This is an optimization exercise on Yosys and OpenROAD, whose aim is small area, a short achievable clock period and few clock cycles, not a production implementation. The RTL was checked by simulation tests, not by an equivalence proof against the original design.

==> flow/design.v <==
module fp_unpack (
    input  wire [31:0] f,
    output wire [9:0]  e,
    output wire [23:0] m
);
    wire nz = (f[30:23] != 8'd0);
    assign e = nz ? {2'b00, f[30:23]} : 10'd1;
    assign m = {nz, f[22:0]};
endmodule
module fp_addn (
    input  wire        sa,
    input  wire [9:0]  ea,
    input  wire [23:0] ma,
    input  wire        sb,
    input  wire [9:0]  eb,
    input  wire [23:0] mb,
    input  wire        fsh_en,
    input  wire [4:0]  fsh,
    input  wire [9:0]  ebias,
    output wire        s,
    output reg  [9:0]  e,
    output reg  [23:0] m,
    output wire        z
);
    wire        a_ge = fsh_en | ({~ea[9], ea[8:0], ma} >= {~eb[9], eb[8:0], mb});
    wire [9:0]  eL   = (a_ge ? ea : eb) + ebias;
    wire [23:0] mL   = a_ge ? ma : mb;
    wire [23:0] mS   = a_ge ? mb : ma;
    assign s = a_ge ? sa : sb;
    wire        sub  = sa ^ sb;
    wire [9:0]  dab  = ea - eb;
    wire [9:0]  dba  = eb - ea;
    wire [9:0]  dexp = a_ge ? dab : dba;
    wire [4:0]  sh   = fsh_en ? fsh : (dexp[9:5] != 5'd0) ? 5'd31 : dexp[4:0];
    reg [26:0] al;
    reg        st;
    always @* begin
        al = {mS, 3'b000};
        st = 1'b0;
        if (sh[4]) begin st = st | (|al[15:0]); al = {16'b0, al[26:16]}; end
        if (sh[3]) begin st = st | (|al[7:0]);  al = {8'b0,  al[26:8]};  end
        if (sh[2]) begin st = st | (|al[3:0]);  al = {4'b0,  al[26:4]};  end
        if (sh[1]) begin st = st | (|al[1:0]);  al = {2'b0,  al[26:2]};  end
        if (sh[0]) begin st = st | al[0];       al = {1'b0,  al[26:1]};  end
    end
    wire [26:0] als = {al[26:1], al[0] | st};
    wire [27:0] sum = {1'b0, mL, 3'b000} + ({1'b0, als} ^ {28{sub}}) + {27'd0, sub};
    assign z = (sum == 28'd0);
    reg [26:0] nx;
    reg [4:0]  lz;
    reg [9:0]  en;
    always @* begin
        if (sum[27]) begin
            nx = {sum[27:2], sum[1] | sum[0]};
            lz = 5'd0;
            en = eL + 10'd1;
        end else begin
            nx = sum[26:0];
            lz = 5'd0;
            if (nx[26:11] == 16'd0) begin nx = {nx[10:0], 16'b0}; lz = lz + 5'd16; end
            if (nx[26:19] == 8'd0)  begin nx = {nx[18:0], 8'b0};  lz = lz + 5'd8;  end
            if (nx[26:23] == 4'd0)  begin nx = {nx[22:0], 4'b0};  lz = lz + 5'd4;  end
            if (nx[26:25] == 2'd0)  begin nx = {nx[24:0], 2'b0};  lz = lz + 5'd2;  end
            if (nx[26] == 1'b0)     begin nx = {nx[25:0], 1'b0};  lz = lz + 5'd1;  end
            en = eL - {5'd0, lz};
        end
    end
    wire        inc = nx[2] & (nx[1] | nx[0] | nx[3]);
    wire [24:0] mr  = {1'b0, nx[26:3]} + {24'd0, inc};
    always @* begin
        if (mr[24]) begin
            m = 24'h800000;
            e = en + 10'd1;
        end else begin
            m = mr[23:0];
            e = en;
        end
    end
endmodule
module fp_rnd (
    input  wire [25:0] v,
    input  wire [9:0]  ei,
    output reg  [23:0] m,
    output reg  [9:0]  e
);
    wire        inc = v[1] & (v[0] | v[2]);
    wire [24:0] mr  = {1'b0, v[25:2]} + {24'd0, inc};
    always @* begin
        if (mr[24]) begin
            m = 24'h800000;
            e = ei + 10'd1;
        end else begin
            m = mr[23:0];
            e = ei;
        end
    end
endmodule
module srt_row (
    input  wire [27:0] ws,
    input  wire [27:0] wc,
    input  wire [23:0] dm,
    output wire [27:0] ws_o,
    output wire [27:0] wc_o,
    output wire        qp,
    output wire        qn
);
    wire [3:0]  y  = ws[26:23] + wc[26:23];
    assign qp = ~y[3];
    assign qn = y[3] & ~(&y[2:0]);
    wire [27:0] ts = {ws[26:0], 1'b0};
    wire [27:0] tc = {wc[26:0], qp};
    wire [27:0] d2 = {3'b000, dm, 1'b0};
    wire [27:0] ad = qp ? ~d2 : (qn ? d2 : 28'd0);
    wire [27:0] cy = (ts & tc) | (ts & ad) | (tc & ad);
    assign ws_o = ts ^ tc ^ ad;
    assign wc_o = {cy[26:0], 1'b0};
endmodule
module mul_row (
    input  wire [23:0] s,
    input  wire [23:0] c,
    input  wire [23:0] dm,
    input  wire        b,
    output wire [23:0] s_o,
    output wire [23:0] c_o,
    output wire        o
);
    wire [23:0] ad = dm & {24{b}};
    wire [23:0] x  = s ^ c ^ ad;
    assign c_o = (s & c) | (s & ad) | (c & ad);
    assign s_o = {1'b0, x[23:1]};
    assign o   = x[0];
endmodule
module srt4_row (
    input  wire [28:0] ws,
    input  wire [28:0] wc,
    input  wire [23:0] dm,
    output wire [28:0] ws_o,
    output wire [28:0] wc_o,
    output wire [1:0]  qp,      
    output wire [1:0]  qn       
);
    wire signed [6:0] y = ws[26:20] + wc[26:20];
    reg  signed [6:0] m2, m1, m0, mm1;
    always @* begin
        case (dm[22:20])
        3'd0: begin m2 = 7'sd12; m1 = 7'sd3; m0 = -7'sd5;  mm1 = -7'sd13; end
        3'd1: begin m2 = 7'sd14; m1 = 7'sd4; m0 = -7'sd6;  mm1 = -7'sd15; end
        3'd2: begin m2 = 7'sd15; m1 = 7'sd4; m0 = -7'sd6;  mm1 = -7'sd16; end
        3'd3: begin m2 = 7'sd16; m1 = 7'sd4; m0 = -7'sd7;  mm1 = -7'sd18; end
        3'd4: begin m2 = 7'sd18; m1 = 7'sd5; m0 = -7'sd8;  mm1 = -7'sd20; end
        3'd5: begin m2 = 7'sd19; m1 = 7'sd5; m0 = -7'sd8;  mm1 = -7'sd21; end
        3'd6: begin m2 = 7'sd20; m1 = 7'sd5; m0 = -7'sd9;  mm1 = -7'sd23; end
        default: begin m2 = 7'sd22; m1 = 7'sd6; m0 = -7'sd10; mm1 = -7'sd25; end
        endcase
    end
    wire g2  = (y >= m2);
    wire g1  = (y >= m1);
    wire g0  = (y >= m0);
    wire gm1 = (y >= mm1);
    assign qp = {g2, g1 & ~g2};
    assign qn = {~gm1, gm1 & ~g0};
    wire pos = g1;
    wire two = g2 | ~gm1;
    wire nz  = g1 | ~g0;
    wire [28:0] ts = {ws[26:0], 2'b00};
    wire [28:0] tc = {wc[26:0], 1'b0, pos};
    wire [28:0] mul = two ? {2'b00, dm, 3'b000} : {3'b000, dm, 2'b00};
    wire [28:0] ad  = (mul ^ {29{pos}}) & {29{nz}};
    wire [28:0] cy  = (ts & tc) | (ts & ad) | (tc & ad);
    assign ws_o = ts ^ tc ^ ad;
    assign wc_o = {cy[27:0], 1'b0};
endmodule
module quantizer (
    input  wire        clk,
    input  wire        rst,
    input  wire        start,
    input  wire        op,
    input  wire [31:0] a,
    input  wire [31:0] qmin,
    input  wire [31:0] qmax,
    input  wire [7:0]  bits,
    output wire        ready,
    output reg         done,
    output reg  [2:0]  status,
    output wire [31:0] result
);
    localparam [2:0] ST_OK         = 3'd0;
    localparam [2:0] ST_ERR_RANGE  = 3'd3;
    localparam [2:0] ST_ERR_DOMAIN = 3'd4;
    localparam integer KD = 4;         
    localparam integer ND = 4;         
    reg s_idle;    
    reg s_c1;      
    reg s_c2;      
    reg s_c3;      
    reg s_mul;     
    reg s_div;     
    reg s_fin;     
    reg s_shr;     
    reg s_add;     
    reg s_pack;    
    reg         op_r;
    reg  [4:0]  bb;
    reg         bbad;
    reg  [31:0] A, MN, MX;
    reg  [9:0]  fe;
    reg  [9:0]  de;
    reg  [23:0] dm;
    reg  [28:0] WS, WC;
    reg  [1:0]  cnt;
    reg         g1, g0, stk;
    reg         ysg;
    wire [23:0] fm = WS[23:0];
    assign ready  = s_idle;
    assign result = MN;
    wire [15:0] mask = ~(16'hFFFF << bb);      
    reg  [23:0] smant;                         
    integer     i;
    always @* begin
        for (i = 0; i < 16; i = i + 1)
            smant[23 - i] = mask[i];
        smant[7:0] = 8'd0;
    end
    function automatic f_lt;    
        input [31:0] x, y;
        reg lt, eq;
        begin
            lt = (x[30:0] < y[30:0]);
            eq = (x[30:0] == y[30:0]);
            if (x[30:0] == 31'b0 && y[30:0] == 31'b0)
                f_lt = 1'b0;
            else if (x[31] != y[31])
                f_lt = x[31];
            else if (!x[31])
                f_lt = lt;
            else
                f_lt = !lt && !eq;
        end
    endfunction
    wire min_fin   = (MN[30:23] != 8'hFF);
    wire max_fin   = (MX[30:23] != 8'hFF);
    wire x_nan     = (A[30:23] == 8'hFF) && (A[22:0] != 23'b0);
    wire u_bad     = (A[31:16] != 16'd0) || ((A[15:0] & ~mask) != 16'd0);
    wire u_zero    = (A[15:0] == 16'd0);
    wire x_le_min  = !f_lt(MN, A);
    wire x_ge_max  = !f_lt(A, MX);
    wire [9:0]  mx_e, mn_e, a_e;
    wire [23:0] mx_m, mn_m, a_m;
    fp_unpack u_upx (.f(MX), .e(mx_e), .m(mx_m));
    fp_unpack u_upn (.f(MN), .e(mn_e), .m(mn_m));
    fp_unpack u_upa (.f(A),  .e(a_e),  .m(a_m));
    wire        s_f   = s_c3 | s_add;
    wire        ad_sa = (s_c1 & MX[31]) | (s_c2 & A[31]);
    wire [9:0]  ad_ea = ({10{s_c1}} & mx_e) | ({10{s_c2}} & a_e) | ({10{s_f}} & fe);
    wire [23:0] ad_ma = ({24{s_c1}} & mx_m) | ({24{s_c2}} & a_m) | ({24{s_f}} & fm);
    wire        ad_sb = s_c3 | (MN[31] ^ ~s_add);
    wire [9:0]  ad_eb = s_c3 ? fe : mn_e;
    wire [23:0] ad_mb = s_c3 ? fm : mn_m;
    wire        ad_s, ad_z;
    wire [9:0]  ad_e;
    wire [23:0] ad_m;
    fp_addn u_add (.sa(ad_sa), .ea(ad_ea), .ma(ad_ma), .sb(ad_sb), .eb(ad_eb), .mb(ad_mb),
                   .fsh_en(s_c3), .fsh(bb), .ebias({5'd0, bb & {5{s_c3}}}),
                   .s(ad_s), .e(ad_e), .m(ad_m), .z(ad_z));
    wire ad_ovf = !ad_e[9] && (ad_e[8:0] >= 9'd255);    
    wire ad_sub = ad_e[9] || (ad_e == 10'd0);           
    wire range_bad = !min_fin || !max_fin || ad_s || ad_z;
    wire [23:0] ms1, mc1, ms2, mc2, ms3, mc3, ms4, mc4;
    wire        mo1, mo2, mo3, mo4;
    mul_row u_m1 (.s(WS[23:0]), .c(WC[23:0]), .dm(dm), .b(A[0]), .s_o(ms1), .c_o(mc1), .o(mo1));
    mul_row u_m2 (.s(ms1), .c(mc1), .dm(dm), .b(A[1]), .s_o(ms2), .c_o(mc2), .o(mo2));
    mul_row u_m3 (.s(ms2), .c(mc2), .dm(dm), .b(A[2]), .s_o(ms3), .c_o(mc3), .o(mo3));
    mul_row u_m4 (.s(ms3), .c(mc3), .dm(dm), .b(A[3]), .s_o(ms4), .c_o(mc4), .o(mo4));
    wire        mul_last = (A[18:4] == 15'd0);
    wire [23:0] ph   = ms4 + mc4;
    wire        pstk = stk | g1 | g0 | mo1 | mo2;
    wire [25:0] pv   = ph[23] ? {ph, mo4, mo3 | pstk} : {ph[22:0], mo4, mo3, pstk};
    wire [9:0]  pe   = de + fe - {9'd0, ~ph[23]};
    reg [4:0] ulead;
    always @* begin
        casez (A[15:0])
        16'b1???????????????: ulead = 5'd16;
        16'b01??????????????: ulead = 5'd15;
        16'b001?????????????: ulead = 5'd14;
        16'b0001????????????: ulead = 5'd13;
        16'b00001???????????: ulead = 5'd12;
        16'b000001??????????: ulead = 5'd11;
        16'b0000001?????????: ulead = 5'd10;
        16'b00000001????????: ulead = 5'd9;
        16'b000000001???????: ulead = 5'd8;
        16'b0000000001??????: ulead = 5'd7;
        16'b00000000001?????: ulead = 5'd6;
        16'b000000000001????: ulead = 5'd5;
        16'b0000000000001???: ulead = 5'd4;
        16'b00000000000001??: ulead = 5'd3;
        16'b000000000000001?: ulead = 5'd2;
        16'b0000000000000001: ulead = 5'd1;
        default:              ulead = 5'd0;
        endcase
    end
    wire [1:0] upad = 2'd0 - ulead[1:0];
    wire [28:0] rs [0:KD];
    wire [28:0] rc [0:KD];
    wire [2*KD-1:0] qp, qn;
    assign rs[0] = WS;
    assign rc[0] = WC;
    genvar gi;
    generate
        for (gi = 0; gi < KD; gi = gi + 1) begin : g_srt
            srt4_row u_row (.ws(rs[gi]), .wc(rc[gi]), .dm(dm), .ws_o(rs[gi+1]), .wc_o(rc[gi+1]),
                            .qp(qp[2*(KD-1-gi)+:2]), .qn(qn[2*(KD-1-gi)+:2]));
        end
    endgenerate
    wire [28:0] rw   = WS + WC;
    wire        rneg = rw[28];
    wire [28:0] zt0  = (WS ^ WC) ^ {WS[27:0] | WC[27:0], 1'b0};        
    wire        rsti = (zt0 != 29'd0);
    wire [30:0] zq   = A[30:0] + ~MX[30:0] + {30'd0, ~rneg};
    wire [25:0] zv   = zq[30] ? {zq[30:7], zq[6], (|zq[5:0]) | rsti}
                              : {zq[29:6], zq[5], (|zq[4:0]) | rsti};
    wire [9:0]  ze   = fe - de + 10'd127 - {9'd0, ~zq[30]};
    wire        z_sub = ze[9] || (ze == 10'd0);
    wire [25:0] rn_v = ({26{s_mul}} & pv) | ({26{s_fin}} & zv) | ({26{s_shr}} & WS[25:0]);
    wire [9:0]  rn_e = ({10{s_mul}} & pe) | ({10{s_fin}} & ze) | ({10{s_shr}} & fe);
    wire [23:0] rn_m;
    wire [9:0]  rn_eo;
    fp_rnd u_rnd (.v(rn_v), .ei(rn_e), .m(rn_m), .e(rn_eo));
    wire        p_ovf = !rn_eo[9] && (rn_eo[8:0] >= 9'd255);
    wire [9:0]  tsh  = 10'd142 - rn_eo;
    wire [15:0] tq   = rn_m[23:8] >> tsh[3:0];
    reg  [15:0] code;
    always @* begin
        if (!rn_eo[9] && rn_eo >= 10'd143)
            code = mask;
        else if (rn_eo[9] || rn_eo < 10'd127)
            code = 16'd0;
        else if ((tq & ~mask) != 16'd0)
            code = mask;
        else
            code = tq;
    end
    wire c1_rerr  = bbad | (op_r & u_bad);
    wire c1_derr  = range_bad | (!op_r & x_nan) | ad_ovf;
    wire c1_err   = c1_rerr | c1_derr;
    wire c1_ezero = !c1_err & !op_r & x_le_min;
    wire c1_emax  = !c1_err & !op_r & !x_le_min & x_ge_max;
    wire c1_emid  = !c1_err & !op_r & !x_le_min & !x_ge_max;
    wire c1_du0   = !c1_err & op_r & u_zero;
    wire c1_dmul  = !c1_err & op_r & !u_zero;
    wire div_end  = (cnt == ND - 1);
    wire fe_one   = (fe == 10'd1);
    wire fin_now  = (s_c1 & (c1_err | c1_ezero)) | (s_c3 & ad_ovf) | (s_mul & mul_last & p_ovf)
                  | (s_fin & !op_r) | (s_add & (ad_z | ad_ovf | !ad_sub)) | (s_pack & fe_one);
    wire [31:0] res = ({32{s_c3}} & {16'd0, mask})
                    | ({32{s_mul}} & 32'h7F800000)
                    | ({32{s_fin}} & {16'd0, code})
                    | ({32{s_add & !ad_z}} & {ad_s, ad_e[7:0] | {8{ad_ovf}}, ad_m[22:0] & {23{!ad_ovf}}})
                    | ({32{s_pack}} & {ysg, 8'd0, WS[22:0]});
    wire w_ad  = (s_c1 & !op_r) | s_c2 | s_c3 | s_add;
    wire w_ms  = s_mul & !mul_last;
    wire w_rn  = (s_mul & mul_last) | (s_fin & !z_sub) | (s_shr & fe_one);
    wire w_zv  = s_fin & z_sub;
    wire w_shr = s_shr & !fe_one;
    wire [28:0] ws_n = ({29{w_ad}}  & {5'd0, ad_m})
                     | ({29{w_ms}}  & {5'd0, ms4})
                     | ({29{w_rn}}  & {5'd0, rn_m})
                     | ({29{s_div}} & rs[KD])
                     | ({29{w_zv}}  & {3'd0, zv})
                     | ({29{w_shr}} & {4'd0, WS[25:2], WS[1] | WS[0]})
                     | ({29{s_pack}} & {6'd0, WS[23:1]});
    wire [28:0] wc_n = ({29{w_ms}} & {5'd0, mc4}) | ({29{s_div}} & rc[KD]);
    wire f_ad  = s_c1 | s_c2 | s_c3 | s_add;
    wire f_rn  = (s_mul & mul_last) | (s_fin & !z_sub);
    wire f_inc = s_shr | s_pack;
    wire [9:0] fe_n = ({10{f_ad & !op_r}} | {10{s_c2 | s_c3 | s_add}}) & ad_e
                    | ({10{s_c1 & op_r}} & {5'd0, ulead | {4'd0, u_zero}})
                    | ({10{f_rn}} & rn_eo)
                    | ({10{s_fin & z_sub}} & ze)
                    | ({10{f_inc}} & (fe + 10'd1));
    wire fe_en = f_ad | (s_mul & mul_last) | s_fin | ((s_shr | s_pack) & !fe_one);
    always @(posedge clk) begin
        if (rst) begin
            s_idle <= 1'b1;
            s_c1   <= 1'b0;
            s_c2   <= 1'b0;
            s_c3   <= 1'b0;
            s_mul  <= 1'b0;
            s_div  <= 1'b0;
            s_fin  <= 1'b0;
            s_shr  <= 1'b0;
            s_add  <= 1'b0;
            s_pack <= 1'b0;
            done   <= 1'b0;
        end else begin
            s_idle <= (s_idle & !start) | fin_now;
            s_c1   <= s_idle & start;
            s_c2   <= s_c1 & c1_emid;
            s_c3   <= (s_c1 & c1_emax) | s_c2;
            s_mul  <= (s_c1 & c1_dmul) | (s_mul & !mul_last);
            s_div  <= (s_c3 & !ad_ovf) | (s_mul & mul_last & !p_ovf) | (s_div & !div_end);
            s_fin  <= s_div & div_end;
            s_shr  <= (s_fin & op_r & z_sub) | (s_shr & !fe_one);
            s_add  <= (s_c1 & c1_du0) | (s_fin & op_r & !z_sub) | (s_shr & fe_one);
            s_pack <= (s_add & !ad_z & !ad_ovf & ad_sub) | (s_pack & !fe_one);
            done   <= fin_now;
        end
    end
    always @(posedge clk) begin
        if (s_idle) begin
            op_r <= op;
            bb   <= bits[4:0];
            bbad <= (bits == 8'd0) || (bits > 8'd16);
        end
        if (s_c1)
            status <= c1_rerr ? ST_ERR_RANGE : c1_derr ? ST_ERR_DOMAIN : ST_OK;
        if (s_idle | (s_c1 & c1_dmul) | s_mul | s_div)
            A <= ({32{s_idle}} & a)
               | ({32{s_c1}}   & (A << upad))
               | ({32{s_mul}}  & (A >> 4))
               | ({32{s_div}}  & {A[31-2*KD:0], qp});
        if (s_idle | s_div)
            MX <= s_idle ? qmax : {MX[31-2*KD:0], qn};
        if (s_idle | fin_now)
            MN <= s_idle ? qmin : res;
        if (s_c1 | (s_mul & mul_last)) begin
            de <= s_c1 ? ad_e : 10'd126 + {5'd0, bb};
            dm <= s_c1 ? ad_m : smant;
        end
        if (fe_en)
            fe <= fe_n;
        if (s_add)
            ysg <= ad_s;
        WS  <= ws_n;
        WC  <= wc_n;
        g1  <= s_mul & mo4;
        g0  <= s_mul & mo3;
        stk <= s_mul & pstk;
        cnt <= s_div ? cnt + 2'd1 : 2'd0;
    end
endmodule
==> flow/run.sh <==
#!/bin/bash
# synth_recipe.tcl (not shown) runs the flow's synth.tcl, then flattens the netlist and writes it again
# the make line also repeats each setting of config.mk as NAME=value (left out here)
make -C /OpenROAD-flow-scripts/flow DESIGN_CONFIG=/design/flow/config.mk WORK_HOME=/design/flow/orfs CLKGATE_MAP_FILE= SYNTH_SCRIPT=/design/flow/synth_recipe.tcl finish
==> flow/config.mk <==
export PLATFORM = sky130hd
export DESIGN_NAME = quantizer
export DESIGN_NICKNAME = quantizer
export VERILOG_FILES = /design/flow/design.v
export SDC_FILE = /design/flow/constraint.sdc
export NUM_CORES = 4
export LEC_CHECK = 0
export CAP_MARGIN = 20
export CORE_MARGIN = 2
export CORE_UTILIZATION = 40
export SLEW_MARGIN = 20
==> flow/constraint.sdc <==
create_clock -name core_clock -period 27.0 [get_ports {clk}]
set_input_delay 5.4000 -clock core_clock [delete_from_list [all_inputs] [get_ports {clk}]]
set_output_delay 5.4000 -clock core_clock [all_outputs]
set_load 0.01 [all_outputs]
==> impl_metrics.json, run 1 <==
{
  "synth.area.mux_share": 0.109,
  "start_util": 0.403,
  "reg2reg_to": "MN[22]",
  "antenna_found_initial": 16,
  "fin_crit_sh": 0.677,
  "drcViolationCount": 0,
  "synth_edf_count": 150,
  "synth_fa_ha_area_frac": 0.207,
  "grt-ovfl-total": 0,
  "dpl.hpwl_um": 160000,
  "drv_slew": 0,
  "synthArstFlopShare": 0,
  "synth_top_family_by_area": "compound AO/OA/AOI/OAI gates",
  "numCtsBuffers": 34,
  "finalSetupViolCount": 0,
  "skew_ns": 0.0333,
  "r2r-start": "s_add",
  "r2r_setup_slack_ns": 8.73,
  "maxCapViolCount": 0,
  "synth_compound_gate_area_share": 0.240,
  "arrival_ns": 18.46,
  "ys.warnings.count": 4,
  "drt_iter0_drc": 6250,
  "cts_sinks": 224,
  "drtPass1Iterations": 10,
  "synth_area_leaders": "ha_1 11%, edfxtp_1 11%, fa_1 9.4%",
  "finalHoldViolations": 0,
  "status": "finished clean",
  "syn-cell-area_um2": 41600,
  "grt_pass1_vias": 41000,
  "die_area_um2": 107000,
  "clkTransAtPathRegs_ns": 0.07,
  "synth-main-ff-cell": "edfxtp_1",
  "place.gp.congestion": 1.05,
  "die_x_um": 327,
  "ff2ff_path_depth": 54,
  "syn_to_final_growth_pct": 9.98,
  "synth_cell_type_count": 122,
  "rows": 118,
  "cts_tree": "done",
  "core_um2": 103000,
  "worstPathRequired_ns": 27.19,
  "holdPathStages": 1,
  "min_path_type": "flip-flop to flip-flop",
  "htree_levels": 2,
  "vias_per_cell": 6.63,
  "post_cts.repair.setup_buffers": 0,
  "cpPeakStageDelay_ns": 1.20,
  "numPortBuffers": 144,
  "setup-tns-final_ns": 0,
  "synth-seq-area-share": 0.144,
  "design_area_um2": 45800,
  "die_y_um": 327,
  "hold_ws_ns": 0.423,
  "vias": 43200,
  "tightest_slew_ns": 1.28,
  "synth_area_leader_cell": "ha_1",
  "syn_inst": 5123,
  "final_cell_mix": "498 x inv_1, 419 x nand2_1, 376 x ha_1",
  "grt_use_total": 0.366,
  "synth_top_area_share": 0.113,
  "relSlewSlack": 0.145,
  "cts_resized": 0,
  "layout.nets": 5783,
  "wl_um": 202000,
  "critical-path-slowest-cell": "a222oi_1",
  "drive_gt1_frac": 0.0737,
  "wl_per_cell_um": 31.0,
  "io_pins": 145,
  "clockBufferDepth": 3,
  "endpoint": "MN[22]",
  "max_freq_mhz": 54.7,
  "cp-end-kind": "flip-flop",
  "dpl_cell_area_um2": 44500,
  "layout_min_cycle_time_ns": 18.27,
  "seq_area_um2": 6000,
  "grt_max_degree": 95,
  "cts_hold_buf": 0,
  "synth_xor_area_frac": 0.0530,
  "crit_fanout": 66,
  "crit_start": "s_add",
  "worst_setup_path_start_kind": "flip-flop",
  "synth-simple-area-share": 0.170,
  "syn_avg_cell_area_um2": 8.13,
  "final_common_cell": "inv_1",
  "multi_input_area_um2": 32600,
  "insertion_delay_ns": 0.57,
  "cp_common_cell": "a21oi_1",
  "grt_pass1_wl_um": 288000,
  "ys_seq_elements": 224,
  "fillers": 10400,
  "drt.antenna.violating_nets": 0,
  "path_class": "flip-flop to flip-flop",
  "rsz0062_at_grt": "no",
  "root_buffer": "clkbuf_16"
}
==> worst min path at each step <==
stage | startpoint | end
after CTS | cnt[0] | cnt[0]
after global routing | cnt[0] | cnt[0]
after detailed placement | cnt[0] | cnt[0]
final | cnt[0] | cnt[0]
after floorplan | cnt[0] | cnt[0]
after global placement | cnt[0] | cnt[0]
==> layout make-up <==
cell class / count / area share
clock buffer: 45 / 0.0220
sequential: 224 / 0.131
multi-input combinational: 4080 / 0.713
antenna: 11 / 0.000601
inverter: 507 / 0.0416
timing repair buffer: 256 / 0.0501
clock inverter: 17 / 0.00415
tap: 1380 / 0.0377
==> worst max-delay path, delay by kind of cell (launching register included) <==
family	cells	cell delay (ns)
AO/OA/AOI/OAI	35	11.19
AND/OR/NAND/NOR	8	2.58
adder cells (fa/ha/maj)	3	1.15
buffers and inverters	3	1.04
multiplexers	2	0.90
XOR/XNOR	3	0.60
flip-flops	1	0.30
==> cell usage after synthesis (all sizes together), types with 34 or more instances <==
cell,instances
and3,35
fa,196
nand2,421
clkbuf,249
edfxtp,150
nand4,66
nor4,54
nor2b,47
xor2,66
xnor2,186
inv,501
buf,65
a21oi,332
a21o,101
mux2,71
ha,376
o221ai,43
nand2b,64
or3,34
o21bai,50
and2,90
o211ai,50
a222oi,98
dfxtp,74
nor2,315
a31oi,45
nor3,117
o22ai,40
mux2i,312
o21ai,254
nand3,93
==> state kept, by name, indices dropped and copies added, names as in the netlist, 2 cells and up <==
register,count
cnt,2
MX,32
WC,29
MN,32
WS,29
A,32
fe,10
de,10
status,2
bb,5
dm,24
==> per-layer routing <==
layer / vias up / track usage / wire length, um
li1: 18700 / - / -
met1: 20900 / 0.457 / 76200
met2: 2855 / 0.560 / 87100
met3: 733 / 0.0922 / 22900
met4: 18 / 0.240 / 15800
met5: - / 0 / 137
==> stage by stage <==
stage,std cells,util,setup slack [ns]
floorplan,5125,-,10.99
global placement,6443,0.431,9.70
detailed placement,6443,0.431,9.49
CTS,6505,0.442,9.43
global route,6513,0.443,7.85
finish,6520,0.443,8.73
==> cell families (layout without fill, tap and decap cells) <==
group                      Yosys count  after routing
other                                1             14
adders and majority gates          573            573
muxes                              410            410
DFF                                224            224
xor gates and xnor gates           252            252
buffers and inverters              821            825
and+or+nand+nor                   1427           1427
AOI/OAI and AO/OA                 1415           1415
Testbench counts, summed over its fixed seeds: cycles 73,799.
==> inputs of run 2 (changes only) <==
--- a/flow/design.v
+++ b/flow/design.v
@@ -46,25 +46,16 @@
     wire [26:0] als = {al[26:1], al[0] | st};
     wire [27:0] sum = {1'b0, mL, 3'b000} + ({1'b0, als} ^ {28{sub}}) + {27'd0, sub};
     assign z = (sum == 28'd0);
-    reg [26:0] nx;
     reg [4:0]  lz;
-    reg [9:0]  en;
+    integer    k;
     always @* begin
-        if (sum[27]) begin
-            nx = {sum[27:2], sum[1] | sum[0]};
-            lz = 5'd0;
-            en = eL + 10'd1;
-        end else begin
-            nx = sum[26:0];
-            lz = 5'd0;
-            if (nx[26:11] == 16'd0) begin nx = {nx[10:0], 16'b0}; lz = lz + 5'd16; end
-            if (nx[26:19] == 8'd0)  begin nx = {nx[18:0], 8'b0};  lz = lz + 5'd8;  end
-            if (nx[26:23] == 4'd0)  begin nx = {nx[22:0], 4'b0};  lz = lz + 5'd4;  end
-            if (nx[26:25] == 2'd0)  begin nx = {nx[24:0], 2'b0};  lz = lz + 5'd2;  end
-            if (nx[26] == 1'b0)     begin nx = {nx[25:0], 1'b0};  lz = lz + 5'd1;  end
-            en = eL - {5'd0, lz};
-        end
+        lz = 5'd0;
+        for (k = 0; k < 27; k = k + 1)
+            if (sum[k]) lz = 5'd26 - k[4:0];
     end
+    wire [26:0] nl = sum[26:0] << lz;
+    wire [26:0] nx = sum[27] ? {sum[27:2], sum[1] | sum[0]} : nl;
+    wire [9:0]  en = sum[27] ? eL + 10'd1 : eL - {5'd0, lz};
     wire        inc = nx[2] & (nx[1] | nx[0] | nx[3]);
     wire [24:0] mr  = {1'b0, nx[26:3]} + {24'd0, inc};
     always @* begin
@@ -187,7 +178,7 @@
     localparam [2:0] ST_OK         = 3'd0;
     localparam [2:0] ST_ERR_RANGE  = 3'd3;
     localparam [2:0] ST_ERR_DOMAIN = 3'd4;
-    localparam integer KD = 4;         
+    localparam integer KD = 3;         
     localparam integer ND = 4;         
     reg s_idle;    
     reg s_c1;      
@@ -210,9 +201,13 @@
     reg  [1:0]  cnt;
     reg         g1, g0, stk;
     reg         ysg;
+    reg         zres;      
+    reg         p2;        
+    reg         sa_mx, sa_x, sa_f, sb_f, sb_add;
+    reg         sa_mx_n, sa_x_n, sa_f_n, sb_f_n, sb_f2;
     wire [23:0] fm = WS[23:0];
     assign ready  = s_idle;
-    assign result = MN;
+    assign result = MN & {32{~zres}};
     wire [15:0] mask = ~(16'hFFFF << bb);      
     reg  [23:0] smant;                         
     integer     i;
@@ -249,18 +244,17 @@
     fp_unpack u_upx (.f(MX), .e(mx_e), .m(mx_m));
     fp_unpack u_upn (.f(MN), .e(mn_e), .m(mn_m));
     fp_unpack u_upa (.f(A),  .e(a_e),  .m(a_m));
-    wire        s_f   = s_c3 | s_add;
-    wire        ad_sa = (s_c1 & MX[31]) | (s_c2 & A[31]);
-    wire [9:0]  ad_ea = ({10{s_c1}} & mx_e) | ({10{s_c2}} & a_e) | ({10{s_f}} & fe);
-    wire [23:0] ad_ma = ({24{s_c1}} & mx_m) | ({24{s_c2}} & a_m) | ({24{s_f}} & fm);
-    wire        ad_sb = s_c3 | (MN[31] ^ ~s_add);
-    wire [9:0]  ad_eb = s_c3 ? fe : mn_e;
-    wire [23:0] ad_mb = s_c3 ? fm : mn_m;
+    wire        ad_sa = (sa_mx & MX[31]) | (sa_x & A[31]);
+    wire [9:0]  ad_ea = ({10{sa_mx}} & mx_e) | ({10{sa_x}} & a_e) | ({10{sa_f}} & fe);
+    wire [23:0] ad_ma = ({24{~sa_mx_n}} & mx_m) | ({24{~sa_x_n}} & a_m) | ({24{~sa_f_n}} & fm);
+    wire        ad_sb = sb_f | (MN[31] ^ ~sb_add);
+    wire [9:0]  ad_eb = sb_f ? fe : mn_e;
+    wire [23:0] ad_mb = ~sb_f_n ? fm : mn_m;
     wire        ad_s, ad_z;
     wire [9:0]  ad_e;
     wire [23:0] ad_m;
     fp_addn u_add (.sa(ad_sa), .ea(ad_ea), .ma(ad_ma), .sb(ad_sb), .eb(ad_eb), .mb(ad_mb),
-                   .fsh_en(s_c3), .fsh(bb), .ebias({5'd0, bb & {5{s_c3}}}),
+                   .fsh_en(sb_f2), .fsh(bb), .ebias({5'd0, bb & {5{sb_f2}}}),
                    .s(ad_s), .e(ad_e), .m(ad_m), .z(ad_z));
     wire ad_ovf = !ad_e[9] && (ad_e[8:0] >= 9'd255);    
     wire ad_sub = ad_e[9] || (ad_e == 10'd0);           
@@ -311,14 +305,19 @@
                             .qp(qp[2*(KD-1-gi)+:2]), .qn(qn[2*(KD-1-gi)+:2]));
         end
     endgenerate
-    wire [28:0] rw   = WS + WC;
+    wire [28:0] rw   = rs[1] + rc[1];
     wire        rneg = rw[28];
-    wire [28:0] zt0  = (WS ^ WC) ^ {WS[27:0] | WC[27:0], 1'b0};        
+    wire [28:0] zt0  = (rs[1] ^ rc[1]) ^ {rs[1][27:0] | rc[1][27:0], 1'b0};    
     wire        rsti = (zt0 != 29'd0);
-    wire [30:0] zq   = A[30:0] + ~MX[30:0] + {30'd0, ~rneg};
-    wire [25:0] zv   = zq[30] ? {zq[30:7], zq[6], (|zq[5:0]) | rsti}
-                              : {zq[29:6], zq[5], (|zq[4:0]) | rsti};
-    wire [9:0]  ze   = fe - de + 10'd127 - {9'd0, ~zq[30]};
+    wire [21:0] zh1  = A[23:2] + ~MX[23:2] + 22'd1;
+    wire [21:0] zh0  = A[23:2] + ~MX[23:2];
+    wire [4:0]  zl   = {1'b0, A[1:0], qp[2*KD-1:2*KD-2]} + {1'b0, ~MX[1:0], ~qn[2*KD-1:2*KD-2]}
+                     + {4'd0, ~rneg};
+    wire [25:0] zq   = {zl[4] ? zh1 : zh0, zl[3:0]};
+    wire        z_ok = p2 | zq[24];
+    wire [25:0] zv   = p2 ? {zq[25:2], zq[1], zq[0] | rsti}
+                          : {zq[24:1], zq[0], rsti};
+    wire [9:0]  ze   = fe - de + 10'd127 - {9'd0, p2};
     wire        z_sub = ze[9] || (ze == 10'd0);
     wire [25:0] rn_v = ({26{s_mul}} & pv) | ({26{s_fin}} & zv) | ({26{s_shr}} & WS[25:0]);
     wire [9:0]  rn_e = ({10{s_mul}} & pe) | ({10{s_fin}} & ze) | ({10{s_shr}} & fe);
@@ -326,18 +325,19 @@
     wire [9:0]  rn_eo;
     fp_rnd u_rnd (.v(rn_v), .ei(rn_e), .m(rn_m), .e(rn_eo));
     wire        p_ovf = !rn_eo[9] && (rn_eo[8:0] >= 9'd255);
-    wire [9:0]  tsh  = 10'd142 - rn_eo;
-    wire [15:0] tq   = rn_m[23:8] >> tsh[3:0];
+    wire [25:0] zr   = {1'b0, zv[25:1]} + 26'd1;           
+    wire [9:0]  zsh  = 10'd142 - ze;                        
+    wire [16:0] zn   = zr[25:9] >> zsh[4:0];               
     reg  [15:0] code;
     always @* begin
-        if (!rn_eo[9] && rn_eo >= 10'd143)
+        if (!ze[9] && ze >= 10'd143)
             code = mask;
-        else if (rn_eo[9] || rn_eo < 10'd127)
+        else if (ze[9] || ze < 10'd126)
             code = 16'd0;
-        else if ((tq & ~mask) != 16'd0)
+        else if ((zn & ~{1'b0, mask}) != 17'd0)
             code = mask;
         else
-            code = tq;
+            code = zn[15:0];
     end
     wire c1_rerr  = bbad | (op_r & u_bad);
     wire c1_derr  = range_bad | (!op_r & x_nan) | ad_ovf;
@@ -350,7 +350,10 @@
     wire div_end  = (cnt == ND - 1);
     wire fe_one   = (fe == 10'd1);
     wire fin_now  = (s_c1 & (c1_err | c1_ezero)) | (s_c3 & ad_ovf) | (s_mul & mul_last & p_ovf)
-                  | (s_fin & !op_r) | (s_add & (ad_z | ad_ovf | !ad_sub)) | (s_pack & fe_one);
+                  | (s_fin & z_ok & !op_r) | (s_add & (ad_z | ad_ovf | !ad_sub)) | (s_pack & fe_one);
+    wire mn_en    = s_idle | s_c3 | (s_mul & mul_last & p_ovf) | (s_fin & z_ok & !op_r) | s_add
+                  | (s_pack & fe_one);
+    wire xlt      = ((rn_m & smant) != smant);
     wire [31:0] res = ({32{s_c3}} & {16'd0, mask})
                     | ({32{s_mul}} & 32'h7F800000)
                     | ({32{s_fin}} & {16'd0, code})
@@ -358,26 +361,42 @@
                     | ({32{s_pack}} & {ysg, 8'd0, WS[22:0]});
     wire w_ad  = (s_c1 & !op_r) | s_c2 | s_c3 | s_add;
     wire w_ms  = s_mul & !mul_last;
-    wire w_rn  = (s_mul & mul_last) | (s_fin & !z_sub) | (s_shr & fe_one);
-    wire w_zv  = s_fin & z_sub;
+    wire w_rn  = (s_mul & mul_last & !xlt) | (s_fin & z_ok & !z_sub) | (s_shr & fe_one);
+    wire w_rn2 = s_mul & mul_last & xlt;
+    wire w_zv  = s_fin & z_ok & z_sub;
+    wire w_rp  = s_fin & !z_ok;
     wire w_shr = s_shr & !fe_one;
     wire [28:0] ws_n = ({29{w_ad}}  & {5'd0, ad_m})
                      | ({29{w_ms}}  & {5'd0, ms4})
                      | ({29{w_rn}}  & {5'd0, rn_m})
+                     | ({29{w_rn2}} & {4'd0, rn_m, 1'b0})
+                     | ({29{w_rp}}  & rs[1])
                      | ({29{s_div}} & rs[KD])
                      | ({29{w_zv}}  & {3'd0, zv})
                      | ({29{w_shr}} & {4'd0, WS[25:2], WS[1] | WS[0]})
                      | ({29{s_pack}} & {6'd0, WS[23:1]});
-    wire [28:0] wc_n = ({29{w_ms}} & {5'd0, mc4}) | ({29{s_div}} & rc[KD]);
+    wire [28:0] wc_n = ({29{w_ms}} & {5'd0, mc4}) | ({29{s_div}} & rc[KD]) | ({29{w_rp}} & rc[1]);
     wire f_ad  = s_c1 | s_c2 | s_c3 | s_add;
-    wire f_rn  = (s_mul & mul_last) | (s_fin & !z_sub);
+    wire f_rn  = s_fin & z_ok & !z_sub;
+    wire f_pm  = s_mul & mul_last;
     wire f_inc = s_shr | s_pack;
     wire [9:0] fe_n = ({10{f_ad & !op_r}} | {10{s_c2 | s_c3 | s_add}}) & ad_e
                     | ({10{s_c1 & op_r}} & {5'd0, ulead | {4'd0, u_zero}})
                     | ({10{f_rn}} & rn_eo)
-                    | ({10{s_fin & z_sub}} & ze)
+                    | ({10{f_pm}} & (rn_eo - {9'd0, xlt}))
+                    | ({10{s_fin & z_ok & z_sub}} & ze)
                     | ({10{f_inc}} & (fe + 10'd1));
-    wire fe_en = f_ad | (s_mul & mul_last) | s_fin | ((s_shr | s_pack) & !fe_one);
+    wire fe_en = f_ad | (s_mul & mul_last) | (s_fin & z_ok) | ((s_shr | s_pack) & !fe_one);
+    wire n_idle = (s_idle & !start) | fin_now;
+    wire n_c1   = s_idle & start;
+    wire n_c2   = s_c1 & c1_emid;
+    wire n_c3   = (s_c1 & c1_emax) | s_c2;
+    wire n_mul  = (s_c1 & c1_dmul) | (s_mul & !mul_last);
+    wire n_div  = (s_c3 & !ad_ovf) | (s_mul & mul_last & !p_ovf) | (s_div & !div_end);
+    wire n_fin  = (s_div & div_end) | (s_fin & !z_ok);
+    wire n_shr  = (s_fin & z_ok & op_r & z_sub) | (s_shr & !fe_one);
+    wire n_add  = (s_c1 & c1_du0) | (s_fin & z_ok & op_r & !z_sub) | (s_shr & fe_one);
+    wire n_pack = (s_add & !ad_z & !ad_ovf & ad_sub) | (s_pack & !fe_one);
     always @(posedge clk) begin
         if (rst) begin
             s_idle <= 1'b1;
@@ -392,16 +411,16 @@
             s_pack <= 1'b0;
             done   <= 1'b0;
         end else begin
-            s_idle <= (s_idle & !start) | fin_now;
-            s_c1   <= s_idle & start;
-            s_c2   <= s_c1 & c1_emid;
-            s_c3   <= (s_c1 & c1_emax) | s_c2;
-            s_mul  <= (s_c1 & c1_dmul) | (s_mul & !mul_last);
-            s_div  <= (s_c3 & !ad_ovf) | (s_mul & mul_last & !p_ovf) | (s_div & !div_end);
-            s_fin  <= s_div & div_end;
-            s_shr  <= (s_fin & op_r & z_sub) | (s_shr & !fe_one);
-            s_add  <= (s_c1 & c1_du0) | (s_fin & op_r & !z_sub) | (s_shr & fe_one);
-            s_pack <= (s_add & !ad_z & !ad_ovf & ad_sub) | (s_pack & !fe_one);
+            s_idle <= n_idle;
+            s_c1   <= n_c1;
+            s_c2   <= n_c2;
+            s_c3   <= n_c3;
+            s_mul  <= n_mul;
+            s_div  <= n_div;
+            s_fin  <= n_fin;
+            s_shr  <= n_shr;
+            s_add  <= n_add;
+            s_pack <= n_pack;
             done   <= fin_now;
         end
     end
@@ -413,15 +432,31 @@
         end
         if (s_c1)
             status <= c1_rerr ? ST_ERR_RANGE : c1_derr ? ST_ERR_DOMAIN : ST_OK;
-        if (s_idle | (s_c1 & c1_dmul) | s_mul | s_div)
+        if (s_idle | (s_c1 & op_r) | s_mul | s_div | (s_fin & !z_ok))
             A <= ({32{s_idle}} & a)
                | ({32{s_c1}}   & (A << upad))
                | ({32{s_mul}}  & (A >> 4))
-               | ({32{s_div}}  & {A[31-2*KD:0], qp});
-        if (s_idle | s_div)
-            MX <= s_idle ? qmax : {MX[31-2*KD:0], qn};
-        if (s_idle | fin_now)
+               | ({32{s_div}}  & {A[31-2*KD:0], qp})
+               | ({32{s_fin}}  & {A[29:0], qp[2*KD-1:2*KD-2]});
+        if (s_idle | s_div | (s_fin & !z_ok))
+            MX <= ({32{s_idle}} & qmax)
+                | ({32{s_div}}  & {MX[31-2*KD:0], qn})
+                | ({32{s_fin}}  & {MX[29:0], qn[2*KD-1:2*KD-2]});
+        p2 <= s_fin & !z_ok;
+        if (mn_en)
             MN <= s_idle ? qmin : res;
+        if (s_c1)
+            zres <= c1_err | c1_ezero;
+        sa_mx   <= n_c1;
+        sa_x    <= n_c2;
+        sa_f    <= n_c3 | n_add;
+        sb_f    <= n_c3;
+        sb_add  <= n_add;
+        sa_mx_n <= ~n_c1;
+        sa_x_n  <= ~n_c2;
+        sa_f_n  <= ~(n_c3 | n_add);
+        sb_f_n  <= ~n_c3;
+        sb_f2   <= n_c3 | rst;
         if (s_c1 | (s_mul & mul_last)) begin
             de <= s_c1 ? ad_e : 10'd126 + {5'd0, bb};
             dm <= s_c1 ? ad_m : smant;
--- a/flow/config.mk
+++ b/flow/config.mk
@@ -6,6 +6,7 @@
 export NUM_CORES = 4
 export LEC_CHECK = 0
 export CAP_MARGIN = 20
+export CELL_PAD_IN_SITES_DETAIL_PLACEMENT = 1
 export CORE_MARGIN = 2
 export CORE_UTILIZATION = 40
 export SLEW_MARGIN = 20
==> run 2 against run 1 <==
Sequential cell count increased by 8. Clock-buffer cell count is 7 higher. Clock skew up 0.022 ns. Global-route usage grew 2.2 points. Critical path depth is 7 higher.
==> impl_metrics.json, run 2 <==
{
  "yosysMostFrequentCell": "inv_1",
  "grt_pass1_vias": 45300,
  "htree_levels": 2,
  "clockBufferDepth": 3,
  "synthArstFlopShare": 0,
  "tightest_slew_ns": 1.34,
  "io_pins": 145,
  "grt_pass1_wl_um": 313000,
  "clkTransAtPathRegs_ns": 0.06,
  "drt_iter0_drc": 6900,
  "final_common_cell": "inv_1",
  "cts_tree": "done",
  "cts_hold_buf": 0,
  "die_x_um": 329,
  "synth.area.mux_share": 0.0796,
  "synth_area_leaders": "edfxtp_1 11%, ha_1 10%, fa_1 8.3%",
  "synth_top_area_share": 0.107,
  "numCtsBuffers": 36,
  "synth_area_leader_cell": "edfxtp_1",
  "synth_cell_type_count": 135,
  "final_cell_mix": "501 x inv_1, 484 x nand2_1, 359 x nor2_1",
  "layout_min_cycle_time_ns": 16.96,
  "vias_per_cell": 6.83,
  "synth_compound_gate_area_share": 0.250,
  "die_area_um2": 108000,
  "wl_per_cell_um": 31.9,
  "worstHoldStart": "cnt[0]",
  "synth_common_cells": "501 x inv_1, 484 x nand2_1, 364 x nor2_1, 352 x ha_1, 336 x a21oi_1",
  "syn-cell-area_um2": 42200,
  "crit_fanout": 25,
  "synth-seq-area-share": 0.146,
  "finalHoldViolations": 0,
  "synth_top_family_by_area": "compound AO/OA/AOI/OAI gates",
  "cts_resized": 0,
  "antenna_found_initial": 8,
  "syn_avg_cell_area_um2": 7.85,
  "synth-main-ff-cell": "edfxtp_1",
  "fillers": 12700,
  "cpPeakStageDelay_ns": 0.80,
  "max_freq_mhz": 59.0,
  "maxCapViolCount": 0,
  "drtPass1Iterations": 9,
  "crit_start": "dm[21]",
  "min_path_type": "flip-flop to flip-flop",
  "insertion_delay_ns": 0.63,
  "rsz0062_at_grt": "no",
  "post_cts.repair.setup_buffers": 0,
  "dpl.hpwl_um": 170000,
  "pre_cts_ws_ns": 10.76,
  "start_util": 0.402,
  "critical-path-slowest-cell": "nor3_1",
  "die_y_um": 329,
  "path_class": "flip-flop to flip-flop",
  "drive_gt1_frac": 0.0680,
  "largestRegisters": "A x32, MN x32, MX x32",
  "syn_inst": 5382,
  "rows": 119,
  "final_cells": 6766,
  "drv_slew": 0,
  "synth_fa_ha_area_frac": 0.187,
  "root_buffer": "clkbuf_16",
  "skew_ns": 0.0550,
  "numPortBuffers": 144,
  "setup-tns-final_ns": 0,
  "core_um2": 105000,
  "hold_ws_ns": 0.422,
  "ys_seq_elements": 232,
  "relSlewSlack": 0.104,
  "arrival_ns": 17.39,
  "cts_sinks": 232,
  "drt.antenna.violating_nets": 0,
  "grt-ovfl-total": 0,
  "fin_ws_ns": 10.04,
  "cp-end-kind": "flip-flop",
  "synth_xor_area_frac": 0.0580,
  "place.gp.congestion": 1.07,
  "drcViolationCount": 0,
  "fin_crit_sh": 0.628,
  "finalSetupViolCount": 0,
  "vias": 46200,
  "status": "finished clean",
  "wl_um": 216000,
  "worstPathRequired_ns": 27.43,
  "dp.cells": 6694,
  "layout.nets": 5977,
  "grt_use_total": 0.387,
  "synth_edf_count": 151,
  "ys.warnings.count": 4,
  "worst_setup_path_start_kind": "flip-flop",
  "r2r-start": "dm[21]",
  "grt_max_degree": 75,
  "syn_to_final_growth_pct": 9.29,
  "synth-simple-area-share": 0.201
}
-- run 2: layout make-up --
type	count	area (um^2)	share of cell area
multi-input cells	4302	32900	0.712
flip-flops and latches	232	6170	0.134
repair buffers	260	2330	0.0505
inverters	510	1920	0.0415
well taps	1391	1740	0.0377
clock buffers	52	992	0.0215
clock inverters	14	143	0.00309
diodes	5	12.5	0.000271
-- run 2: path summary, 6_finish.rpt --
| check | to | depth (start not counted) | slack [ns] |
|---|---|---|---|
| min | cnt[0] | 1 | 0.42 |
| min reg2reg | cnt[0] | 1 | 0.42 |
| max | MN[8] | 61 | 10.04 |
| max reg2reg | MN[8] | 61 | 10.04 |
-- run 2: cells by family (layout without fill, tap and decap cells) --
| family | count (synthesis) | after routing |
|---|---|---|
| simple gates | 1709 | 1709 |
| compound gates | 1489 | 1489 |
| other cells | 1 | 7 |
| mux | 298 | 298 |
| fa+ha+maj | 528 | 528 |
| xor+xnor | 276 | 276 |
| buf+inv | 849 | 836 |
| flops | 232 | 232 |
-- run 2: routing by layer --
layer,vias to the layer above,wire length (um),GRT usage
li1,19600,-,-
met4,8,16100,0.236
met3,671,25200,0.0980
met5,-,72,0
met1,22900,84800,0.509
met2,3022,89900,0.570
-- run 2: worst max-delay path, delay by kind of cell, from the launching register on --
kind	cells	cell delay, ns
mux	3	1.12
compound gates	22	5.28
simple gates	24	6.66
buf+inv	4	0.59
fa+ha+maj	6	1.96
xor+xnor	2	0.44
flops	1	0.65
-- run 2: metrics by stage --
step                instance area [um^2]   util
CTS                                46100  0.439
detailed placement                 45000  0.429
finish                             46200  0.440
floorplan                          42200      -
global placement                   45000  0.429
global route                       46100  0.440
Testbench counts of run 2, summed over its fixed seeds: cycles 75,559.
==> inputs of run 3 (changes only) <==
--- a/flow/design.v
+++ b/flow/design.v
@@ -187,6 +187,7 @@
     reg s_mul;     
     reg s_div;     
     reg s_fin;     
+    reg s_fix;     
     reg s_shr;     
     reg s_add;     
     reg s_pack;    
@@ -309,25 +310,31 @@
     wire        rneg = rw[28];
     wire [28:0] zt0  = (rs[1] ^ rc[1]) ^ {rs[1][27:0] | rc[1][27:0], 1'b0};    
     wire        rsti = (zt0 != 29'd0);
-    wire [21:0] zh1  = A[23:2] + ~MX[23:2] + 22'd1;
-    wire [21:0] zh0  = A[23:2] + ~MX[23:2];
-    wire [4:0]  zl   = {1'b0, A[1:0], qp[2*KD-1:2*KD-2]} + {1'b0, ~MX[1:0], ~qn[2*KD-1:2*KD-2]}
-                     + {4'd0, ~rneg};
-    wire [25:0] zq   = {zl[4] ? zh1 : zh0, zl[3:0]};
-    wire        z_ok = p2 | zq[24];
-    wire [25:0] zv   = p2 ? {zq[25:2], zq[1], zq[0] | rsti}
-                          : {zq[24:1], zq[0], rsti};
+    wire [26:0] zp   = {A[24:0], qp[2*KD-1:2*KD-2]} + ~{MX[24:0], qn[2*KD-1:2*KD-2]} + 27'd1;
+    wire        z_ok = p2 | (zp[24] ^ (rneg & (zp[23:0] == 24'd0)));
+    wire [24:0] zb   = p2 ? zp[26:2] : zp[25:1];
+    wire        zi   = p2 ? (rneg ? (zp[1] & zp[0]) : (zp[1] & (zp[0] | rsti | zp[2])))
+                          : (!rneg & zp[0] & (rsti | zp[1]));
+    wire [24:0] zb1  = zb + 25'd1;
+    wire [24:0] zs   = zi ? zb1 : zb;
+    wire [23:0] qm   = zs[24] ? 24'h800000 : zs[23:0];
     wire [9:0]  ze   = fe - de + 10'd127 - {9'd0, p2};
+    wire [9:0]  qe   = ze + {9'd0, zs[24]};
     wire        z_sub = ze[9] || (ze == 10'd0);
-    wire [25:0] rn_v = ({26{s_mul}} & pv) | ({26{s_fin}} & zv) | ({26{s_shr}} & WS[25:0]);
-    wire [9:0]  rn_e = ({10{s_mul}} & pe) | ({10{s_fin}} & ze) | ({10{s_shr}} & fe);
+    wire [26:0] zf   = WS[26:0] - {26'd0, g1};
+    wire [25:0] zv   = stk ? {zf[25:2], zf[1], zf[0] | g0} : {zf[24:1], zf[0], g0};
+    wire [25:0] rn_v = s_mul ? pv : WS[25:0];
+    wire [9:0]  rn_e = s_mul ? pe : fe;
     wire [23:0] rn_m;
     wire [9:0]  rn_eo;
     fp_rnd u_rnd (.v(rn_v), .ei(rn_e), .m(rn_m), .e(rn_eo));
     wire        p_ovf = !rn_eo[9] && (rn_eo[8:0] >= 9'd255);
-    wire [25:0] zr   = {1'b0, zv[25:1]} + 26'd1;           
+    wire [16:0] cb   = p2 ? zp[26:10] : zp[25:9];
+    wire        cc   = p2 ? ((&zp[9:1]) & (zp[0] | !rneg)) : (!rneg & (&zp[8:0]));
+    wire [16:0] cb1  = cb + 17'd1;
+    wire [16:0] cs   = cc ? cb1 : cb;
     wire [9:0]  zsh  = 10'd142 - ze;                        
-    wire [16:0] zn   = zr[25:9] >> zsh[4:0];               
+    wire [16:0] zn   = cs >> zsh[4:0];
     reg  [15:0] code;
     always @* begin
         if (!ze[9] && ze >= 10'd143)
@@ -361,9 +368,10 @@
                     | ({32{s_pack}} & {ysg, 8'd0, WS[22:0]});
     wire w_ad  = (s_c1 & !op_r) | s_c2 | s_c3 | s_add;
     wire w_ms  = s_mul & !mul_last;
-    wire w_rn  = (s_mul & mul_last & !xlt) | (s_fin & z_ok & !z_sub) | (s_shr & fe_one);
+    wire w_rn  = (s_mul & mul_last & !xlt) | (s_shr & fe_one);
     wire w_rn2 = s_mul & mul_last & xlt;
-    wire w_zv  = s_fin & z_ok & z_sub;
+    wire w_qm  = s_fin & z_ok & !z_sub;
+    wire w_zp  = s_fin & z_ok & z_sub;
     wire w_rp  = s_fin & !z_ok;
     wire w_shr = s_shr & !fe_one;
     wire [28:0] ws_n = ({29{w_ad}}  & {5'd0, ad_m})
@@ -372,7 +380,9 @@
                      | ({29{w_rn2}} & {4'd0, rn_m, 1'b0})
                      | ({29{w_rp}}  & rs[1])
                      | ({29{s_div}} & rs[KD])
-                     | ({29{w_zv}}  & {3'd0, zv})
+                     | ({29{w_qm}}  & {5'd0, qm})
+                     | ({29{w_zp}}  & {2'd0, zp})
+                     | ({29{s_fix}} & {3'd0, zv})
                      | ({29{w_shr}} & {4'd0, WS[25:2], WS[1] | WS[0]})
                      | ({29{s_pack}} & {6'd0, WS[23:1]});
     wire [28:0] wc_n = ({29{w_ms}} & {5'd0, mc4}) | ({29{s_div}} & rc[KD]) | ({29{w_rp}} & rc[1]);
@@ -382,7 +392,7 @@
     wire f_inc = s_shr | s_pack;
     wire [9:0] fe_n = ({10{f_ad & !op_r}} | {10{s_c2 | s_c3 | s_add}}) & ad_e
                     | ({10{s_c1 & op_r}} & {5'd0, ulead | {4'd0, u_zero}})
-                    | ({10{f_rn}} & rn_eo)
+                    | ({10{f_rn}} & qe)
                     | ({10{f_pm}} & (rn_eo - {9'd0, xlt}))
                     | ({10{s_fin & z_ok & z_sub}} & ze)
                     | ({10{f_inc}} & (fe + 10'd1));
@@ -394,7 +404,8 @@
     wire n_mul  = (s_c1 & c1_dmul) | (s_mul & !mul_last);
     wire n_div  = (s_c3 & !ad_ovf) | (s_mul & mul_last & !p_ovf) | (s_div & !div_end);
     wire n_fin  = (s_div & div_end) | (s_fin & !z_ok);
-    wire n_shr  = (s_fin & z_ok & op_r & z_sub) | (s_shr & !fe_one);
+    wire n_fix  = s_fin & z_ok & op_r & z_sub;
+    wire n_shr  = s_fix | (s_shr & !fe_one);
     wire n_add  = (s_c1 & c1_du0) | (s_fin & z_ok & op_r & !z_sub) | (s_shr & fe_one);
     wire n_pack = (s_add & !ad_z & !ad_ovf & ad_sub) | (s_pack & !fe_one);
     always @(posedge clk) begin
@@ -406,6 +417,7 @@
             s_mul  <= 1'b0;
             s_div  <= 1'b0;
             s_fin  <= 1'b0;
+            s_fix  <= 1'b0;
             s_shr  <= 1'b0;
             s_add  <= 1'b0;
             s_pack <= 1'b0;
@@ -418,6 +430,7 @@
             s_mul  <= n_mul;
             s_div  <= n_div;
             s_fin  <= n_fin;
+            s_fix  <= n_fix;
             s_shr  <= n_shr;
             s_add  <= n_add;
             s_pack <= n_pack;
@@ -467,9 +480,9 @@
             ysg <= ad_s;
         WS  <= ws_n;
         WC  <= wc_n;
-        g1  <= s_mul & mo4;
-        g0  <= s_mul & mo3;
-        stk <= s_mul & pstk;
+        g1  <= (s_mul & mo4) | (s_fin & rneg) | (s_fix & g1);
+        g0  <= (s_mul & mo3) | (s_fin & rsti) | (s_fix & g0);
+        stk <= (s_mul & pstk) | (s_fin & p2) | (s_fix & stk);
         cnt <= s_div ? cnt + 2'd1 : 2'd0;
     end
 endmodule
--- a/flow/config.mk
+++ b/flow/config.mk
@@ -6,7 +6,6 @@
 export NUM_CORES = 4
 export LEC_CHECK = 0
 export CAP_MARGIN = 20
-export CELL_PAD_IN_SITES_DETAIL_PLACEMENT = 1
 export CORE_MARGIN = 2
 export CORE_UTILIZATION = 40
 export SLEW_MARGIN = 20
==> run 3 against run 2 <==
Register-to-register slack improved by 0.50 ns. Cell area is 2.5% higher. Worst hold slack improved by 0.0026 ns. First-iteration DRC count is 9.9% higher. Critical path depth down 7. Via count increased by 1.5%. Sequential share of layout area is 0.28 points lower. Synthesized cell count rose by 4.8%. Fmax up 3.1%. Critical endpoint unchanged. Largest cell class unchanged.
==> impl_metrics.json, run 3 <==
{
  "max_freq_mhz": 60.8,
  "grt_max_degree": 74,
  "crit_fanout": 73,
  "layout.nets": 6214,
  "die_y_um": 334,
  "wl_per_cell_um": 30.3,
  "critical-path-slowest-cell": "a222oi_1",
  "fin_crit_sh": 0.609,
  "syn_to_final_growth_pct": 8.86,
  "r2r_setup_slack_ns": 10.54,
  "finalHoldViolations": 0,
  "layout_min_cycle_time_ns": 16.46,
  "io_pins": 145,
  "wl_um": 213000,
  "worst-path-buf-inv": 4,
  "worstHoldStart": "cnt[0]",
  "final_common_cell": "inv_1",
  "drtPass1Iterations": 10,
  "numCtsBuffers": 35,
  "setup-tns-final_ns": 0,
  "design_area_um2": 47300,
  "fin_ws_ns": 10.54,
  "grt_pass1_wl_um": 306000,
  "antenna_found_initial": 13,
  "ys.warnings.count": 4,
  "place.gp.congestion": 1.08,
  "drt.antenna.violating_nets": 0,
  "root_buffer": "clkbuf_16",
  "rsz0062_at_grt": "no",
  "synth_area_leaders": "edfxtp_1 10%, ha_1 10%, fa_1 8.0%",
  "grt_use_total": 0.368,
  "syn_avg_cell_area_um2": 7.70,
  "drive_gt1_frac": 0.0623,
  "pre_cts_ws_ns": 10.89,
  "largestRegisters": "A x32, MN x32, MX x32",
  "critPathTopFamily": "compound AO/OA/AOI/OAI gates",
  "drt_iter0_drc": 7585,
  "cts_hold_buf": 0,
  "cp-end-kind": "flip-flop",
  "dpl.hpwl_um": 170000,
  "worst_setup_path_start_kind": "flip-flop",
  "synth_top_area_share": 0.104,
  "htree_levels": 2,
  "path_class": "flip-flop to flip-flop",
  "worstPathRequired_ns": 27.32,
  "finalSetupViolCount": 0,
  "clkTransAtPathRegs_ns": 0.06,
  "cts_tree": "done",
  "synth-seq-area-share": 0.142,
  "synth_cell_type_count": 132,
  "top_usage_layer": "met2",
  "synth_common_cells": "502 x inv_1, 471 x nand2_1, 436 x nor2_1, 377 x a21oi_1, 359 x ha_1",
  "clockBufferDepth": 3,
  "vias_per_cell": 6.69,
  "drcViolationCount": 0,
  "min_to": "cnt[0]",
  "cp_common_cell": "a21oi_1",
  "die_x_um": 334,
  "r2r-start": "A[24]",
  "arrival_ns": 16.78,
  "grt-ovfl-total": 0,
  "synthArstFlopShare": 0,
  "drv_slew": 0,
  "dp.cells": 6939,
  "reg2reg_to": "MN[8]",
  "relSlewSlack": 0.189,
  "skew_ns": 0.0306,
  "cts_resized": 0,
  "use_met3": 0.0798,
  "insertion_delay_ns": 0.59,
  "numPortBuffers": 144,
  "final_cell_mix": "502 x inv_1, 471 x nand2_1, 434 x nor2_1",
  "start_util": 0.405,
  "vias": 46900,
  "syn_inst": 5643,
  "final_cells": 7008,
  "synth-main-ff-cell": "edfxtp_1",
  "grt_pass1_vias": 43800,
  "cpPeakStageDelay_ns": 1.05,
  "tightest_slew_ns": 1.21,
  "die_area_um2": 111000,
  "maxCapViolCount": 0,
  "met1_usage": 0.488,
  "grt_use_met2": 0.556,
  "dpl_cell_area_um2": 46100,
  "status": "finished clean",
  "cts_sinks": 233,
  "holdPathStages": 1,
  "min_path_type": "flip-flop to flip-flop",
  "post_cts.repair.setup_buffers": 0,
  "ys_seq_elements": 233,
  "syn-cell-area_um2": 43400,
  "synth_edf_count": 151,
  "synth_area_leader_cell": "edfxtp_1",
  "ff2ff_path_depth": 54,
  "core_um2": 107000,
  "yosysMostFrequentCell": "inv_1",
  "rows": 120
}
run 3: cell count changes after synthesis, moves of 34 or more:
cell / before / now
nand3_1: 181 / 131
xnor2_1: 175 / 215
nor3_1: 121 / 170
o21ai_0: 228 / 262
nor2_1: 364 / 436
a21oi_1: 336 / 377
run 3: worst max-delay path by stage:
stage	from	to	cells after the start
2_1_floorplan	MN[29]	MN[14]	62
4_1_cts	A[24]	MN[8]	54
3_3_place_gp	A[24]	sa_f	54
3_5_place_dp	A[24]	sa_f	54
6_report	A[24]	MN[8]	54
5_1_grt	A[24]	MN[8]	54
run 3: cell type report:
type	instances	area, um^2
diodes	4	10.0
fillers	10900	60100
multi-input cells	4538	34000
inverters	508	1910
repair buffers	258	2300
clock buffers	52	1020
clock inverters	12	158
well taps	1403	1760
flip-flops and latches	233	6190
run 3: through the flow:
stage,hold slack (ns),utilization
floorplan,0.390,-
global placement,0.399,0.429
detailed placement,0.408,0.429
CTS,0.421,0.440
global route,0.433,0.440
finish,0.425,0.441
run 3: kinds of logic (layout without fill, tap and decap cells):
kind of cell,count (synthesis),in the layout,share of synthesized area
adder cells (fa/ha/maj),533,533,0.183
other,1,6,0.0000863
multiplexers,284,284,0.0677
buffers and inverters,873,830,0.0788
AND/OR/NAND/NOR,1816,1816,0.208
AO/OA/AOI/OAI,1575,1575,0.254
XOR/XNOR,328,328,0.0665
flip-flops,233,233,0.142
run 3: routing by layer:
layer  up-vias  share of wire
li1      20500              -
met3       711           0.11
met4        10          0.068
met5         -        0.00030
met1     22500           0.40
met2      3165           0.42
Testbench counts of run 3, summed over its fixed seeds: cycles 75,559.

re-timing with driven ports:
Ports are ideal in the flow. The routed layouts listed here were re-timed in OpenROAD.
Step 1, drivers: a clkbuf_16 drives clk and a buf_2 each remaining input, both assumed.
Step 2 adds t to the input delays and takes it off the output delays; t is the mean of the earliest and latest rising clock arrival at the registers after step 1. Input paths then give back, and output paths get back, about the clock's delay inside the block.
Three values: ideal ports, drivers, drivers and shift; two values: the first two.
run | t, ns | setup WS [ns] | worst setup path at the end | cell pins on the clock port's net
run 1 | 0.627 | 8.730 / 8.730 / 8.730 | register to register | 1
run 2 | 0.664 | 10.041 / 10.041 / 10.041 | register to register | 1
run 3 | 0.655 | 10.544 / 10.544 / 10.544 | register to register | 1
After both steps setup and hold are still met in every run listed.
